Background: an optimization exercise with open tools, aiming at small area, a short achievable clock period and few clock cycles. Do not read the settings as production practice. In this exercise RTL edits were held to simulation tests only and were not proved equivalent to the original.

## cic_seed
module cic_seed (
    input  wire        clk,
    input  wire        rst,           
    input  wire        start,         
    input  wire [31:0] image_size,    
    output reg         ready,
    output reg         done,          
    output wire [31:0] seed,
    output wire [31:0] crc,
    output reg         img_req,
    output reg  [8:0]  img_addr,      
    input  wire        img_gnt,
    input  wire        img_rvalid,
    input  wire [63:0] img_rdata
);
==> flow/config.mk <==
export PLATFORM = sky130hd
export DESIGN_NAME = cic_seed
export DESIGN_NICKNAME = cic_seed
export VERILOG_FILES = /design/flow/design.v
export SDC_FILE = /design/flow/constraint.sdc
export NUM_CORES = 4
export LEC_CHECK = 0
export CAP_MARGIN = 20
export CORE_MARGIN = 2
export CORE_UTILIZATION = 40
export SLEW_MARGIN = 20
==> flow/constraint.sdc <==
create_clock -name core_clock -period 5.0 [get_ports {clk}]
set_input_delay 1.0000 -clock core_clock [delete_from_list [all_inputs] [get_ports {clk}]]
set_output_delay 1.0000 -clock core_clock [all_outputs]
set_load 0.01 [all_outputs]
standard.sh (not shown) runs the stock make flow with config.mk's settings and CLKGATE_MAP_FILE= SYNTH_SCRIPT=/design/flow/synth_recipe.tcl, a recipe that flattens the netlist after the stock synthesis.
==> flow/flow/run.sh <==
#!/bin/bash
# Own flow: the standard layout (standard.sh, unchanged ORFS steps and
# synthesis) with these changes:
#  - ORFS's scripts are copied to ./scripts and ABC's speed script replaced by
#    flow/abc.script (plain delay-oriented mapping without ABC's blanket
#    buffering and upsizing; the placer's repair sizes the critical cells);
#  - three-input XOR/XNOR cells are added to the don't-use list;
#  - the ports get a plain buffer cell;
#  - any extra ORFS variables listed in flow/vars.txt.
# Each tool's output goes to the ORFS logs under orfs/logs; make's own output
# goes to standard_make.log here.
set -euo pipefail
rm -rf scripts
cp -r "$FLOW_HOME/scripts" scripts
cp flow/abc.script scripts/abc_speed.script
PLATFORM_DONT_USE=$(sed -n '/^export DONT_USE_CELLS += /,/^$/p' "$FLOW_HOME/platforms/sky130hd/config.mk" \
    | sed 's/export DONT_USE_CELLS += //; s/\\//g' | tr -s ' \n' ' ')
EXTRA_DONT_USE="sky130_fd_sc_hd__xnor3_1 sky130_fd_sc_hd__xnor3_2 sky130_fd_sc_hd__xnor3_4 sky130_fd_sc_hd__xor3_1 sky130_fd_sc_hd__xor3_2 sky130_fd_sc_hd__xor3_4"
VARS=()
if [[ -f flow/vars.txt ]]; then
    while read -r line; do [[ -n "$line" ]] && VARS+=("$line"); done < flow/vars.txt
fi
bash standard.sh "SCRIPTS_DIR=$PWD/scripts" \
    "DONT_USE_CELLS=$PLATFORM_DONT_USE $EXTRA_DONT_USE" \
    "BUFFER_PORTS_ARGS=-buffer_cell sky130_fd_sc_hd__buf_2" \
    "${VARS[@]}" finish > standard_make.log 2>&1
==> flow/flow/abc.script <==
&get -n
&st
&dch
&nf
&st
&syn2
&if -g -K 6
&synch2
&nf
&st
&syn2
&if -g -K 6
&synch2
&nf
&st
&syn2
&if -g -K 6
&synch2
&nf
&st
&syn2
&if -g -K 6
&synch2
&nf
&st
&syn2
&if -g -K 6
&synch2
&nf
&put
buffer -c
topo
stime -c
upsize -c
dnsize -c
==> flow/flow/vars.txt <==
CORE_UTILIZATION=70
PLACE_DENSITY=0.75
SETUP_SLACK_MARGIN=2.0
BUFFER_PORTS_ARGS=-buffer_cell sky130_fd_sc_hd__buf_1
CTS_BUF_LIST=sky130_fd_sc_hd__clkbuf_4
The first run ran to the end with no violations.
Testbench counts at the start, summed over its fixed seeds: cycles 32,456.
Edit:
--- a/flow/flow/vars.txt
+++ b/flow/flow/vars.txt
@@ -3 +3 @@
-SETUP_SLACK_MARGIN=2.0
+SETUP_SLACK_MARGIN=2.1
What happened: Final area rises by 0.89%. Global-route usage rises by 0.16 points. Maximum frequency rose by 1.1%. Routed wire length goes up by 1.2%. Utilization climbs by 0.70 points.
Edit:
==> flow/flow/vars.txt (replaced) <==
CORE_UTILIZATION=65
PLACE_DENSITY=0.72
SETUP_SLACK_MARGIN=2.1
BUFFER_PORTS_ARGS=-buffer_cell sky130_fd_sc_hd__buf_1
CTS_BUF_LIST=sky130_fd_sc_hd__clkbuf_4 sky130_fd_sc_hd__clkbuf_8
What happened:
- design area climbs by 3.6%
- synthesized area does not change
- sequential share of layout area drops by 0.63 points
- routed wire length goes down by 2.5%
- sequential cell count is unchanged
- fmax is about the same
Edit:
--- a/flow/flow/run.sh
+++ b/flow/flow/run.sh
@@ -9 +9,3 @@
-#  - any extra ORFS variables listed in flow/vars.txt.
+#  - the ORFS variables listed in flow/vars.txt, and for the steps from global
+#    routing on, those in flow/vars_late.txt (a larger setup margin for the
+#    last timing repair, to cover what detailed routing adds).
@@ -11 +13 @@
-# goes to standard_make.log here.
+# goes to standard_make.log and standard_make_late.log here.
@@ -20,7 +22,7 @@
-if [[ -f flow/vars.txt ]]; then
-    while read -r line; do [[ -n "$line" ]] && VARS+=("$line"); done < flow/vars.txt
-fi
-bash standard.sh "SCRIPTS_DIR=$PWD/scripts" \
-    "DONT_USE_CELLS=$PLATFORM_DONT_USE $EXTRA_DONT_USE" \
-    "BUFFER_PORTS_ARGS=-buffer_cell sky130_fd_sc_hd__buf_2" \
-    "${VARS[@]}" finish > standard_make.log 2>&1
+while read -r line; do [[ -n "$line" ]] && VARS+=("$line"); done < flow/vars.txt
+LATE=("${VARS[@]}")
+while read -r line; do [[ -n "$line" ]] && LATE+=("$line"); done < flow/vars_late.txt
+COMMON=("SCRIPTS_DIR=$PWD/scripts" "DONT_USE_CELLS=$PLATFORM_DONT_USE $EXTRA_DONT_USE"
+        "BUFFER_PORTS_ARGS=-buffer_cell sky130_fd_sc_hd__buf_1")
+bash standard.sh "${COMMON[@]}" "${VARS[@]}" cts > standard_make.log 2>&1
+bash standard.sh "${COMMON[@]}" "${LATE[@]}" finish > standard_make_late.log 2>&1
==> flow/flow/vars.txt (replaced) <==
CORE_UTILIZATION=65
PLACE_DENSITY=0.72
SETUP_SLACK_MARGIN=2.0
CTS_BUF_LIST=sky130_fd_sc_hd__clkbuf_4 sky130_fd_sc_hd__clkbuf_8
==> flow/flow/vars_late.txt (new file) <==
SETUP_SLACK_MARGIN=2.1
What happened:
- setup slack gains 0.022 ns
- die area is unchanged

========
Another version of the RTL of cic_seed (not shown whole).
For scale: roughly 730 cells after synthesis, ~57 flip-flops, ~0.0069 mm² of cells after synthesis.
==> flow/config.mk <==
export PLATFORM = sky130hd
export DESIGN_NAME = cic_seed
export DESIGN_NICKNAME = cic_seed
export VERILOG_FILES = /design/flow/design.v
export SDC_FILE = /design/flow/constraint.sdc
export NUM_CORES = 4
export LEC_CHECK = 0
export CAP_MARGIN = 20
export CORE_MARGIN = 2
export CORE_UTILIZATION = 40
export SLEW_MARGIN = 20
==> flow/constraint.sdc <==
create_clock -name core_clock -period 5.0 [get_ports {clk}]
set_input_delay 1.0000 -clock core_clock [delete_from_list [all_inputs] [get_ports {clk}]]
set_output_delay 1.0000 -clock core_clock [all_outputs]
set_load 0.01 [all_outputs]
==> flow/flow/run.sh <==
#!/bin/bash
# Own flow: the standard layout (standard.sh, unchanged ORFS steps and
# synthesis) with these changes:
#  - ORFS's scripts are copied to ./scripts and ABC's speed script replaced by
#    flow/abc.script (plain delay-oriented mapping without ABC's blanket
#    buffering and upsizing; the placer's repair sizes the critical cells);
#  - three-input XOR/XNOR cells are added to the don't-use list;
#  - the ports get a plain buffer cell;
#  - any extra ORFS variables listed in flow/vars.txt.
# Each tool's output goes to the ORFS logs under orfs/logs; make's own output
# goes to standard_make.log here.
set -euo pipefail
rm -rf scripts
cp -r "$FLOW_HOME/scripts" scripts
cp flow/abc.script scripts/abc_speed.script
PLATFORM_DONT_USE=$(sed -n '/^export DONT_USE_CELLS += /,/^$/p' "$FLOW_HOME/platforms/sky130hd/config.mk" \
    | sed 's/export DONT_USE_CELLS += //; s/\\//g' | tr -s ' \n' ' ')
EXTRA_DONT_USE="sky130_fd_sc_hd__xnor3_1 sky130_fd_sc_hd__xnor3_2 sky130_fd_sc_hd__xnor3_4 sky130_fd_sc_hd__xor3_1 sky130_fd_sc_hd__xor3_2 sky130_fd_sc_hd__xor3_4"
VARS=()
if [[ -f flow/vars.txt ]]; then
    while read -r line; do [[ -n "$line" ]] && VARS+=("$line"); done < flow/vars.txt
fi
bash standard.sh "SCRIPTS_DIR=$PWD/scripts" \
    "DONT_USE_CELLS=$PLATFORM_DONT_USE $EXTRA_DONT_USE" \
    "BUFFER_PORTS_ARGS=-buffer_cell sky130_fd_sc_hd__buf_2" \
    "${VARS[@]}" finish > standard_make.log 2>&1
==> flow/flow/abc.script <==
&get -n
&st
&dch
&nf
&put
==> flow/flow/vars.txt <==
CORE_UTILIZATION=70
PLACE_DENSITY=0.75
Testbench counts at the start, summed over its fixed seeds: cycles 32,456.
Edit:
==> flow/flow/vars.txt (replaced) <==
CORE_UTILIZATION=70
PLACE_DENSITY=0.75
SETUP_SLACK_MARGIN=2.8
What happened:
- Now the flow died in 4_1_cts, error DPL-0038
- area after synthesis stays the same
- synthesized cell count stays the same
Edit:
==> flow/flow/vars.txt (replaced) <==
CORE_UTILIZATION=70
PLACE_DENSITY=0.75
SETUP_SLACK_MARGIN=2.0
=>
- The new run ran to the end with no violations
- synthesized area is unchanged
- synthesized cell count stays the same
Edit:
removed: flow/flow/vars.txt
What happened: The new run completed without violations; routed wire length falls by about 2%; via count drops by 7.9%; design area barely changes; non-clock buffer count goes up by 6; register-to-register slack degrades by 760 ps; worst setup slack degrades by 760 ps; hold slack is worse by 22 ps.
Edit:
==> flow/flow/vars.txt (new file) <==
SETUP_SLACK_MARGIN=2.4
After rerunning: Utilization climbs by 13 points. Routed wire length climbs by about 14%.

========
Another version of the RTL of cic_seed (not shown whole).
For scale: about 690 cells after synthesis, about 0.0073 sq mm of cells after synthesis.
clock: 5.0 ns
lec_check: 0
cap_margin: 20
core_margin: 2
core_utilization: 40
setup_slack_margin: 1.2
slew_margin: 20
run.sh (not shown) runs the stock make flow with config.mk's settings and CLKGATE_MAP_FILE= SYNTH_SCRIPT=/design/flow/synth_recipe.tcl, a recipe that flattens the netlist after the stock synthesis.
Stock flow here: none of the scripts above is used.
Testbench counts at the start, summed over its fixed seeds: cycles 32,456.
Next try:
Settings changed: SETUP_SLACK_MARGIN 1.2 to not set.
Global-route usage stays the same.
Synthesized cell count does not change.
Via count hardly moves.
Sequential share of layout area hardly moves.
Setup slack loses 24 ps.
Clock-buffer cell count is unchanged.
Routed wire length came out higher by about 0.33%.
Hold slack degrades by 11 ps.
Final area barely changes.

==> afterwards: timing with drivers on the ports <==
How much do the figures lean on ideal ports? The routed layouts below were timed once more, with nothing changed but the port constraints.
Step 1 assumes that a clkbuf_16 drives the clock port and a buf_2 every other input.
Step 2 adds t to the input delays and takes it off the output delays; t is the mean of the earliest and latest rising clock arrival at the registers after step 1. Input paths then give back, and output paths get back, about the clock's delay inside the block.
Slacks: ideal / step 1 / step 2; pairs: ideal / step 1.
run	shift t [ns]	setup slack, ns	clock arrival spread, ns	worst slew at a driven data input, ns
the first run of note 1	0.446	2.051 / 2.051 / 1.644	0.018 / 0.017	0.05
the second run of note 1	0.451	2.083 / 2.087 / 1.636	0.013 / 0.013	0.05
the third run of note 1	0.375	2.081 / 2.094 / 1.719	0.012 / 0.012	0.04
the fourth run of note 1	0.379	2.103 / 2.114 / 1.736	0.013 / 0.013	0.05
the first run of note 2	0.378	1.226 / 1.226 / 1.226	0.005 / 0.004	0.04
the third run of note 2	0.366	2.030 / 2.026 / 1.660	0.005 / 0.006	0.05
the fourth run of note 2	0.359	1.268 / 1.268 / 1.251	0.011 / 0.011	0.04
the fifth run of note 2	0.363	2.334 / 2.351 / 1.988	0.010 / 0.009	0.04
the first run of note 3	0.337	1.267 / 1.287 / 0.950	0.014 / 0.014	0.05
the second run of note 3	0.336	1.242 / 1.261 / 0.925	0.013 / 0.013	0.05
After both steps every run listed still meets setup and hold. The setup slack of the second run of note 1, which loses most, moves by +0.004 ns with the drivers and by -0.447 ns with both steps.
